From an optimization exercise on the open Yosys and OpenROAD flow, aimed at small area; shortcuts taken in it are not production practice.
The RTL was checked by simulation tests, not by an equivalence proof against the original design.

==> design/flow/design.v <==
module aws_core (
    input  wire        clk,
    input  wire        rst,           
    input  wire        host_we,
    input  wire [7:0]  host_addr,
    input  wire [31:0] host_wdata,
    output reg  [31:0] host_rdata,
    input  wire [31:0] now,
    input  wire        rx_valid,
    input  wire [7:0]  rx_data,
    output reg         tx_valid,
    output wire [3:0]  tx_len,
    output wire [87:0] tx_frame
);
    localparam [15:0] READ_MS        = 16'd100;
    localparam [31:0] RESEND_MS      = 32'd100;
    localparam [31:0] OUTER_MS       = 32'd1000;
    localparam [31:0] SPEED_SENTINEL = 32'hFFFF_FFFB;
    localparam [31:0] DIR_SENTINEL   = 32'h0000_0012;
    localparam        BUF_SIZE       = 16;
    localparam        RX_DEPTH       = 64;
    localparam [7:0] S_IDLE    = 8'h00;
    localparam [7:0] S_SENT    = 8'h01;
    localparam [7:0] S_AH1     = 8'h02;
    localparam [7:0] S_AH2     = 8'h03;
    localparam [7:0] S_AH3     = 8'h04;
    localparam [7:0] S_APAY    = 8'h05;
    localparam [7:0] S_VERIFY  = 8'h06;
    localparam [7:0] S_SUCCESS = 8'h07;
    localparam [7:0] S_TIMEOUT = 8'h08;
    localparam [7:0] S_READING = 8'h09;
    localparam [7:0] S_ACK0    = 8'h10;
    localparam [7:0] S_ACK5    = 8'h15;
    localparam [7:0] S_PWRCYC  = 8'h18;
    localparam [3:0] OP_CRC  = 4'h1;
    localparam [3:0] OP_CRCA = 4'h2;
    localparam [3:0] OP_CRCV = 4'h3;
    localparam [3:0] OP_FRQ  = 4'h4;
    localparam [3:0] OP_FRA  = 4'h5;
    localparam [3:0] OP_RDN  = 4'h6;
    localparam [3:0] OP_QRYS = 4'h8;
    localparam [3:0] OP_QRYD = 4'h9;
    localparam [3:0] OP_SETA = 4'hA;
    function [15:0] crc_byte;
        input [15:0] c_in;
        input [7:0]  b;
        integer i;
        reg [15:0] c;
        begin
            c = c_in ^ {8'h00, b};
            for (i = 0; i < 8; i = i + 1)
                c = c[0] ? ((c >> 1) ^ 16'hA001) : (c >> 1);
            crc_byte = c;
        end
    endfunction
    reg [31:0] cmd;
    reg [7:0]  state;
    reg        done_f, ok_f, tmo_f, pwr_f, short_f;
    reg        err_busy, err_illegal, err_operand, rxovf;
    reg [31:0] result;
    reg [15:0] crc_raw;
    reg [7:0]  count;
    reg [15:0] resends;
    reg [31:0] t_start, t_last;
    reg        rd_active;
    reg [31:0] rd_start;
    reg [7:0]  rd_n, rd_count;
    reg [15:0] rd_dl;
    reg [7:0]  ch;
    reg [7:0]  txf [0:10];
    reg [3:0]  txlen;
    reg [7:0]  rxf [0:6];
    reg [7:0]  buf_q [0:BUF_SIZE-1];
    reg [7:0]  fifo [0:RX_DEPTH-1];
    reg [5:0]  fifo_rd, fifo_wr;
    reg [6:0]  fifo_level;
    wire [15:0] crc_out = {crc_raw[7:0], crc_raw[15:8]};
    wire busy = (state == S_SENT) || (state == S_AH1) || (state == S_AH2) ||
                (state == S_AH3) || (state == S_APAY) || (state == S_VERIFY) ||
                (state == S_READING) || (state >= S_ACK0 && state <= S_ACK5) ||
                (state == S_PWRCYC);
    wire st_await = (state == S_AH1) || (state == S_AH2) || (state == S_AH3) ||
                    (state == S_APAY) || (state >= S_ACK0 && state <= S_ACK5);
    always @(*) begin
        host_rdata = 32'h0;
        case (host_addr)
            8'h00: host_rdata = cmd;
            8'h01: host_rdata = {20'h0, rxovf, err_operand, err_illegal, err_busy,
                                 2'b00, short_f, pwr_f, tmo_f, ok_f, done_f, busy};
            8'h02: host_rdata = {ch, 11'h0, rd_active, cmd[31:28], state};
            8'h03: host_rdata = result;
            8'h04: host_rdata = {crc_raw, crc_out};
            8'h05: host_rdata = {24'h0, count};
            8'h06: host_rdata = {16'h0, resends};
            8'h07: host_rdata = t_start;
            8'h08: host_rdata = t_last;
            8'h09: host_rdata = rd_start;
            8'h0A: host_rdata = {28'h0, txlen};
            8'h0B: host_rdata = now;
            8'h0C: host_rdata = {25'h0, fifo_level};
            8'h0D: host_rdata = {rd_dl, rd_count, rd_n};
            default: begin
                if (host_addr >= 8'h10 && host_addr <= 8'h1A)
                    host_rdata = {24'h0, txf[host_addr[3:0]]};
                else if (host_addr >= 8'h20 && host_addr <= 8'h26)
                    host_rdata = {24'h0, rxf[host_addr[2:0]]};
                else if (host_addr >= 8'h40 && host_addr < 8'h40 + BUF_SIZE)
                    host_rdata = {24'h0, buf_q[host_addr[3:0]]};
            end
        endcase
    end
    assign tx_len = txlen;
    genvar g;
    generate
        for (g = 0; g < 11; g = g + 1) begin : g_txf
            assign tx_frame[8*g +: 8] = txf[g];
        end
    endgenerate
    wire [3:0]  w_op  = host_wdata[31:28];
    wire [3:0]  w_rsv = host_wdata[27:24];
    wire [7:0]  w_a   = host_wdata[23:16];
    wire [15:0] w_imm = host_wdata[15:0];
    wire cmd_wr   = host_we && (host_addr == 8'h00);
    wire buf_wr   = host_we && (host_addr >= 8'h40) && (host_addr < 8'h40 + BUF_SIZE);
    reg w_illegal, w_operand;
    always @(*) begin
        w_illegal = 1'b0;
        case (w_op)
            OP_CRC, OP_CRCA, OP_CRCV: w_illegal = (w_imm != 16'h0);
            OP_FRQ, OP_RDN, OP_QRYS, OP_QRYD: w_illegal = 1'b0;
            OP_FRA, OP_SETA: w_illegal = (w_imm[15:8] != 8'h0);
            default: w_illegal = 1'b1;
        endcase
        if (w_rsv != 4'h0) w_illegal = 1'b1;
        w_operand = 1'b0;
        case (w_op)
            OP_CRC, OP_RDN:           w_operand = (w_a > BUF_SIZE);
            OP_CRCA, OP_CRCV:         w_operand = (w_a > BUF_SIZE - 2);
            OP_FRQ, OP_QRYS, OP_QRYD: w_operand = (w_a == 8'h00);
            OP_FRA, OP_SETA:          w_operand = (w_imm[7:0] == 8'h00);
            default:                  w_operand = 1'b0;
        endcase
    end
    wire accept = cmd_wr && !busy && !w_illegal && !w_operand;
    reg [15:0] buf_crc;
    integer k;
    always @(*) begin
        buf_crc = 16'hFFFF;
        for (k = 0; k < BUF_SIZE; k = k + 1)
            if (k < w_a)
                buf_crc = crc_byte(buf_crc, buf_q[k]);
    end
    wire [3:0]  w_n     = w_a[3:0];
    wire [15:0] buf_trl = {buf_q[w_n], buf_q[w_n + 4'd1]};
    wire [7:0] q_b0 = w_a;
    wire [7:0] q_b1 = 8'h03;
    wire [7:0] q_b2 = w_imm[15:8];
    wire [7:0] q_b3 = w_imm[7:0];
    wire [7:0] q_b4 = 8'h00;
    wire [7:0] q_b5 = 8'h01;
    wire [15:0] q_crc = crc_byte(crc_byte(crc_byte(crc_byte(crc_byte(crc_byte(
                            16'hFFFF, q_b0), q_b1), q_b2), q_b3), q_b4), q_b5);
    wire [7:0] a_old = w_a;
    wire [7:0] a_new = w_imm[7:0];
    wire [15:0] a_crc = crc_byte(crc_byte(crc_byte(crc_byte(crc_byte(crc_byte(
                            crc_byte(crc_byte(crc_byte(16'hFFFF, a_old), 8'h10), 8'h10),
                            8'h00), 8'h00), 8'h01), 8'h02), 8'h00), a_new);
    wire [31:0] el_start = now - t_start;
    wire [31:0] el_last  = now - t_last;
    wire [31:0] el_rd    = now - rd_start;
    wire        rd_expired = el_rd > {16'h0, rd_dl};
    wire fifo_empty = (fifo_level == 7'd0);
    wire [7:0] fifo_head = fifo[fifo_rd];
    wire do_sent   = (state == S_SENT);
    wire do_verify = (state == S_VERIFY);
    wire do_top    = st_await && !rd_active;
    wire do_poll   = (st_await || state == S_READING) && rd_active &&
                     (!fifo_empty || rd_expired);
    wire       take      = do_poll && (rd_count < rd_n) && !fifo_empty;
    wire [7:0] cnt_new   = take ? rd_count + 8'd1 : rd_count;
    wire [7:0] ch_new    = take ? fifo_head : ch;
    wire       rd_finish = do_poll && ((cnt_new == rd_n) || rd_expired);
    wire [15:0] v_crc = crc_byte(crc_byte(crc_byte(crc_byte(crc_byte(
                            16'hFFFF, rxf[0]), rxf[1]), rxf[2]), rxf[3]), rxf[4]);
    wire        v_ok  = ({v_crc[7:0], v_crc[15:8]} == {rxf[5], rxf[6]});
    wire [2:0] ack_k = state[2:0];
    reg  [7:0] ack_exp;
    always @(*) begin
        case (ack_k)
            3'd0: ack_exp = cmd[23:16];
            3'd1: ack_exp = 8'h10;
            3'd2: ack_exp = 8'h10;
            3'd3: ack_exp = 8'h00;
            3'd4: ack_exp = 8'h00;
            default: ack_exp = 8'h01;
        endcase
    end
    wire pop = take;
    wire [6:0] level_after_pop = fifo_level - {6'h0, pop};
    wire push = rx_valid && (level_after_pop < RX_DEPTH);
    integer i;
    always @(posedge clk) begin
        if (rst) begin
            cmd         <= 32'h0;
            state       <= S_IDLE;
            done_f      <= 1'b0;
            ok_f        <= 1'b0;
            tmo_f       <= 1'b0;
            pwr_f       <= 1'b0;
            short_f     <= 1'b0;
            err_busy    <= 1'b0;
            err_illegal <= 1'b0;
            err_operand <= 1'b0;
            rxovf       <= 1'b0;
            result      <= 32'h0;
            crc_raw     <= 16'h0;
            count       <= 8'h0;
            resends     <= 16'h0;
            t_start     <= 32'h0;
            t_last      <= 32'h0;
            rd_active   <= 1'b0;
            rd_start    <= 32'h0;
            rd_n        <= 8'h0;
            rd_count    <= 8'h0;
            rd_dl       <= 16'h0;
            ch          <= 8'h0;
            txlen       <= 4'h0;
            tx_valid    <= 1'b0;
            for (i = 0; i < 11; i = i + 1) txf[i] <= 8'h0;
            for (i = 0; i < 7; i = i + 1) rxf[i] <= 8'h0;
            for (i = 0; i < BUF_SIZE; i = i + 1) buf_q[i] <= 8'h0;
            fifo_rd     <= 6'h0;
            fifo_wr     <= 6'h0;
            fifo_level  <= 7'h0;
        end else begin
            tx_valid <= 1'b0;
            if (cmd_wr) begin
                if (busy)           err_busy    <= 1'b1;
                else if (w_illegal) err_illegal <= 1'b1;
                else if (w_operand) err_operand <= 1'b1;
            end
            if (buf_wr) begin
                if (busy) err_busy <= 1'b1;
                else      buf_q[host_addr[3:0]] <= host_wdata[7:0];
            end
            if (accept) begin
                cmd     <= host_wdata;
                done_f  <= 1'b0;
                ok_f    <= 1'b0;
                tmo_f   <= 1'b0;
                short_f <= 1'b0;
                case (w_op)
                    OP_CRC: begin
                        crc_raw <= buf_crc;
                        ok_f <= 1'b1; done_f <= 1'b1; state <= S_IDLE;
                    end
                    OP_CRCA: begin
                        crc_raw <= buf_crc;
                        buf_q[w_n]        <= buf_crc[7:0];
                        buf_q[w_n + 4'd1] <= buf_crc[15:8];
                        ok_f <= 1'b1; done_f <= 1'b1; state <= S_IDLE;
                    end
                    OP_CRCV: begin
                        crc_raw <= buf_crc;
                        ok_f <= ({buf_crc[7:0], buf_crc[15:8]} == buf_trl);
                        done_f <= 1'b1; state <= S_IDLE;
                    end
                    OP_FRQ, OP_QRYS, OP_QRYD: begin
                        txf[0] <= q_b0; txf[1] <= q_b1; txf[2] <= q_b2;
                        txf[3] <= q_b3; txf[4] <= q_b4; txf[5] <= q_b5;
                        txf[6] <= q_crc[7:0]; txf[7] <= q_crc[15:8];
                        txf[8] <= 8'h00; txf[9] <= 8'h00; txf[10] <= 8'h00;
                        txlen <= 4'd8;
                        crc_raw <= q_crc;
                        if (w_op == OP_FRQ) begin
                            ok_f <= 1'b1; done_f <= 1'b1; state <= S_IDLE;
                        end else begin
                            for (i = 0; i < 7; i = i + 1) rxf[i] <= 8'h0;
                            resends <= 16'h0;
                            state <= S_SENT;
                        end
                    end
                    OP_FRA, OP_SETA: begin
                        txf[0] <= a_old; txf[1] <= 8'h10; txf[2] <= 8'h10;
                        txf[3] <= 8'h00; txf[4] <= 8'h00; txf[5] <= 8'h01;
                        txf[6] <= 8'h02; txf[7] <= 8'h00; txf[8] <= a_new;
                        txf[9] <= a_crc[7:0]; txf[10] <= a_crc[15:8];
                        txlen <= 4'd11;
                        crc_raw <= a_crc;
                        if (w_op == OP_FRA) begin
                            ok_f <= 1'b1; done_f <= 1'b1; state <= S_IDLE;
                        end else begin
                            for (i = 0; i < 7; i = i + 1) rxf[i] <= 8'h0;
                            resends <= 16'h0;
                            state <= S_SENT;
                        end
                    end
                    OP_RDN: begin
                        if (w_a == 8'h00) begin
                            count <= 8'h0;
                            ok_f <= 1'b1; done_f <= 1'b1; state <= S_IDLE;
                        end else begin
                            rd_active <= 1'b1;
                            rd_start  <= now;
                            rd_n      <= w_a;
                            rd_count  <= 8'h0;
                            rd_dl     <= w_imm;
                            state     <= S_READING;
                        end
                    end
                    default: ;
                endcase
            end
            if (do_sent) begin
                tx_valid <= 1'b1;
                t_start  <= now;
                t_last   <= now;
                state    <= (cmd[31:28] == OP_SETA) ? S_ACK0 : S_AH1;
            end
            if (do_verify) begin
                crc_raw <= v_crc;
                if (v_ok) begin
                    result <= (cmd[31:28] == OP_QRYS) ? {16'h0, rxf[3], rxf[4]}
                                                      : {24'h0, rxf[4]};
                    ok_f   <= 1'b1;
                    tmo_f  <= 1'b0;
                    done_f <= 1'b1;
                    state  <= S_SUCCESS;
                end else begin
                    state  <= S_AH1;
                end
            end
            if (do_top) begin
                if (el_start > OUTER_MS) begin
                    case (cmd[31:28])
                        OP_QRYS: result <= SPEED_SENTINEL;
                        OP_QRYD: result <= DIR_SENTINEL;
                        default: result <= 32'h0;
                    endcase
                    ok_f   <= 1'b0;
                    tmo_f  <= 1'b1;
                    done_f <= 1'b1;
                    state  <= S_TIMEOUT;
                end else begin
                    if (el_last > RESEND_MS) begin
                        tx_valid <= 1'b1;
                        t_last   <= now;
                        resends  <= resends + 16'd1;
                    end
                    rd_active <= 1'b1;
                    rd_start  <= now;
                    rd_n      <= (state == S_APAY) ? 8'd4 : 8'd1;
                    rd_count  <= 8'h0;
                    rd_dl     <= READ_MS;
                end
            end
            if (do_poll) begin
                if (take) begin
                    case (state)
                        S_READING: buf_q[rd_count[3:0]] <= fifo_head;
                        S_APAY:    rxf[3 + rd_count[1:0]] <= fifo_head;
                        default:   ch <= fifo_head;
                    endcase
                end
                rd_count <= cnt_new;
                if (rd_finish) begin
                    rd_active <= 1'b0;
                    case (state)
                        S_READING: begin
                            count   <= cnt_new;
                            short_f <= (cnt_new < rd_n);
                            ok_f    <= (cnt_new == rd_n);
                            done_f  <= 1'b1;
                            state   <= S_IDLE;
                        end
                        S_AH1: begin
                            if (cnt_new == 8'd1 && ch_new == cmd[23:16]) begin
                                rxf[0] <= ch_new; state <= S_AH2;
                            end else
                                state <= S_AH1;
                        end
                        S_AH2: begin
                            if (cnt_new == 8'd1 && ch_new == 8'h03) begin
                                rxf[1] <= ch_new; state <= S_AH3;
                            end else
                                state <= S_AH1;
                        end
                        S_AH3: begin
                            if (cnt_new == 8'd1 && ch_new == 8'h02) begin
                                rxf[2] <= ch_new; state <= S_APAY;
                            end else
                                state <= S_AH1;
                        end
                        S_APAY: begin
                            state <= (cnt_new == 8'd4) ? S_VERIFY : S_AH1;
                        end
                        default: begin  
                            if (cnt_new == 8'd1 && ch_new == ack_exp) begin
                                rxf[ack_k] <= ch_new;
                                if (state == S_ACK5) begin
                                    pwr_f  <= 1'b1;
                                    done_f <= 1'b0;
                                    ok_f   <= 1'b1;
                                    result <= 32'h1;
                                    state  <= S_PWRCYC;
                                end else
                                    state <= state + 8'd1;
                            end else
                                state <= S_ACK0;
                        end
                    endcase
                end
            end
            if (pop) fifo_rd <= fifo_rd + 6'd1;
            if (rx_valid) begin
                if (push) begin
                    fifo[fifo_wr] <= rx_data;
                    fifo_wr <= fifo_wr + 6'd1;
                end else
                    rxovf <= 1'b1;
            end
            fifo_level <= level_after_pop + {6'h0, push};
        end
    end
endmodule
==> design/flow/run.sh <==
#!/bin/bash
# synth_recipe.tcl (not shown) runs the flow's synth.tcl, then flattens the netlist and writes it again
# the make line also repeats each setting of config.mk as NAME=value (left out here)
make -C /OpenROAD-flow-scripts/flow DESIGN_CONFIG=/design/flow/config.mk WORK_HOME=/design/flow/orfs CLKGATE_MAP_FILE= SYNTH_SCRIPT=/design/flow/synth_recipe.tcl finish
==> design/flow/config.mk <==
export PLATFORM = sky130hd
export DESIGN_NAME = aws_core
export DESIGN_NICKNAME = aws_core
export VERILOG_FILES = /design/flow/design.v
export SDC_FILE = /design/flow/constraint.sdc
export NUM_CORES = 4
export LEC_CHECK = 0
export CAP_MARGIN = 20
export CORE_MARGIN = 2
export CORE_UTILIZATION = 40
export SLEW_MARGIN = 20
==> design/flow/constraint.sdc <==
create_clock -name core_clock -period 25.0 [get_ports {clk}]
set_input_delay 5.0000 -clock core_clock [delete_from_list [all_inputs] [get_ports {clk}]]
set_output_delay 5.0000 -clock core_clock [all_outputs]
set_load 0.01 [all_outputs]
==> flow_metrics.env <==
export IMPL_status="finished clean"
export IMPL_hold_class="reg2reg"
export IMPL_clk_pin_slew_ps=60
export IMPL_ant_nets=0
export IMPL_hold_viol=0
export IMPL_grt_pass1_vias=49500
export IMPL_gp_congestion=0.963
export IMPL_rrSetupSlack_ps=10580
export IMPL_clock_latency_ps=790
export IMPL_drc=0
export IMPL_synth_top_cell_area_share_pct=32.2
export IMPL_clock_sinks=1056
export IMPL_place_area_mm2=0.0695
export IMPL_io_pins=209
export IMPL_post_cts_buffers=0
export IMPL_nFillCells=15200
export IMPL_fp_row_count=148
export IMPL_crit_arrival_ps=20490
export IMPL_mostFrequentLayoutCell="edfxtp_1"
export IMPL_numPortBuffers=187
export IMPL_cp_end_kind="flop"
export IMPL_cts_resized_gates=0
export IMPL_ys_ff_latch=1056
export IMPL_clk_path_buf_depth=3
export IMPL_fp_dieH_um=409
export IMPL_yosys_warnings=2
export IMPL_ys_seq_area_share_pct=42.9
export IMPL_vias=53000
export IMPL_dieArea_mm2=0.168
export IMPL_multi_input_area_mm2=0.0350
export IMPL_cp_common_cell="xnor3_1"
export IMPL_tritoncts="yes"
export IMPL_initial_core_util_pct=40.3
export IMPL_die_w_um=409
export IMPL_endpoint="buf_q[1][7]"
export IMPL_syn_avg_cell_area_um2=10.4
export IMPL_r2r_end="buf_q[1][7]"
export IMPL_routedWlPerCell_um=27.7
export IMPL_synth_area_mm2=0.0657
export IMPL_max_freq_mhz=49.8
export IMPL_slew_violations=0
export IMPL_firstDrtPassIters=7
export IMPL_regArea_mm2=0.0282
export IMPL_rr_worst_depth=39
export IMPL_critPathKind="in2reg"
export IMPL_synth_edf_count=704
export IMPL_finalHoldWorstSlack_ps=458
export IMPL_dp_hpwl_um=172000
export IMPL_globalRouteOverflowTotal=0
export IMPL_cpPeakStageDelay_ps=860
export IMPL_syn_inst=6310
export IMPL_grt_max_degree=164
export IMPL_setup_viol=0
export IMPL_maxCapViolCount=0
export IMPL_final_area_mm2=0.0732
export IMPL_drive_above_1_share_pct=11.6
export IMPL_cts_root_buf="clkbuf_16"
export IMPL_layout_common_cells="704 x edfxtp_1, 630 x nor2_1, 586 x nand2_1, 407 x a21oi_1, 369 x xnor2_1"
export IMPL_rsz0062_at_grt="no"
export IMPL_numCtsBuffers=106
export IMPL_period_share_pct=80.2
export IMPL_grt_usage_pct=27.4
export IMPL_htree_levels=3
export IMPL_core_area_mm2=0.163
export IMPL_setup_tns_ps=0
export IMPL_antenna_found_initial=10
export IMPL_clock_skew_ps=82.5
export IMPL_postLayoutCoreUtil_pct=44.9
export IMPL_viasPerCell=6.19
export IMPL_start_kind="primary input"
export IMPL_synth_area_top_cells="edfxtp_1 32%, dfxtp_1 11%, mux4_2 10%, xnor2_1 4.9%, nor2_1 3.6%"
export IMPL_dr_first_iter_drc_count=7146
export IMPL_startpoint="host_wdata[19]"
export IMPL_syn2layout_area_growth_pct=11.4
export IMPL_tightestPinTransition_ps=1230
export IMPL_synth_area_leader_cell="edfxtp_1"
export IMPL_nNetsFinal=6535
export IMPL_wl_um=237000
export IMPL_fin_crit_ps=20060
export IMPL_grt_pass1_wl_um=344000
export IMPL_worst_ep_required_time_ps=25430
export IMPL_cp_slowest_cell="and4_1"
export IMPL_r2r_start="buf_q[1][4]"
export IMPL_postCtsHoldBufs=0
export IMPL_synth_main_ff_cell="edfxtp_1"
export IMPL_synthArstFlopShare_pct=0
export IMPL_cp_max_fo=23
export IMPL_maxSlewHeadroom_pct=17.9
export IMPL_synth_cell_types=118
[state kept, by name, summed over array words and instances, names as in the netlist, 2 cells and up, named ones only]
register,count
crc_raw,16
fifo_rd,6
fifo_wr,6
fifo_level,7
t_last,32
ch,8
cmd,32
txf,66
rd_n,8
result,32
resends,16
t_start,32
rd_count,8
fifo,512
rd_dl,16
rxf,64
buf_q,128
count,8
state,8
txlen,2
rd_start,32
[layer usage]
layer	up-vias	part of all wire, %	track usage, %
li1	23400	-	-
met1	26100	41	37.6
met2	2913	44	41.8
met3	543	9.8	5.33
met4	4	5.3	12.4
met5	-	0.011	0
[cells in the mapped netlist (63+ instances only)]
master and instances:
a21boi_0 63, a21oi_1 411, a22oi_1 76, clkbuf_1 320
dfxtp_1 352, edfxtp_1 704, ha_1 155, inv_1 256
mux2i_1 117, mux4_2 295, nand2_1 589, nand3_1 141
nor2_1 639, nor3_1 113, o21ai_0 205, o22ai_1 148
xnor2_1 369, xor2_1 195
[cells by family after synthesis]
family,count (synthesis),synth area share [%]
compound gates,1460,14.9
xor+xnor,624,9.52
fa+ha+maj,158,3.04
buf+inv,695,4.19
flops,1056,42.9
mux,440,12.4
other cells,1,0.00571
simple gates,1876,13.1
[per-stage QoR]
stage               std cells  setup slack, ps
floorplan                6330             6660
global placement         8358             4790
detailed placement       8359             4430
CTS                      8557             5110
global route             8558             4000
finish                   8562             4940
[worst max-delay path: cells and delay by family]
family	cells	cell delay, ps
muxes	3	1050
and+or+nand+nor	9	2920
buffers and inverters	3	1240
adders and majority gates	1	700
xor gates and xnor gates	15	5430
AOI/OAI and AO/OA	12	4080
[worst min path at each step]
| stage | startpoint | end | slack, ps | cells past startpoint |
|---|---|---|---|---|
| final | result[30] | result[30] | 460 | 2 |
| after global routing | result[28] | result[28] | 470 | 2 |
| after global placement | result[30] | result[30] | 440 | 2 |
| after CTS | result[30] | result[30] | 460 | 2 |
| after detailed placement | cmd[26] | cmd[26] | 450 | 1 |
| after floorplan | cmd[25] | cmd[25] | 430 | 1 |
[cell type report]
class	instances	share of cell area (%)
clock buffer	131	3.87
tap	2175	3.72
clock inverter	67	1.15
antenna	4	0.0137
timing repair buffer	292	3.61
sequential	1056	38.5
inverter	258	1.32
multi-input combinational	4579	47.8

==> static timing again, ports no longer ideal <==
The flow's constraints put no driver on any port. The routed layout listed below was extracted and timed again, unchanged, in two steps.
Step 1, drivers: a clkbuf_16 drives clk and a buf_2 each remaining input, both assumed.
Step 2 adds t to the input delays and takes it off the output delays; t is the mean of the earliest and latest rising clock arrival at the registers after step 1. Input paths then give back, and output paths get back, about the clock's delay inside the block.
Slacks: no drivers / after step 1 / after step 2; pairs: no drivers / after step 1.
t, ns: 0.829
setup WS [ns]: 4.939 / 4.998 / 4.169
slew at the worst register clock pin (ns): 0.07 / 0.07
pins driven straight from the clock port: 1
After both steps setup and hold are still met in this run. The setup slack of this run moves by +0.059 ns with the drivers and by -0.770 ns with both steps.
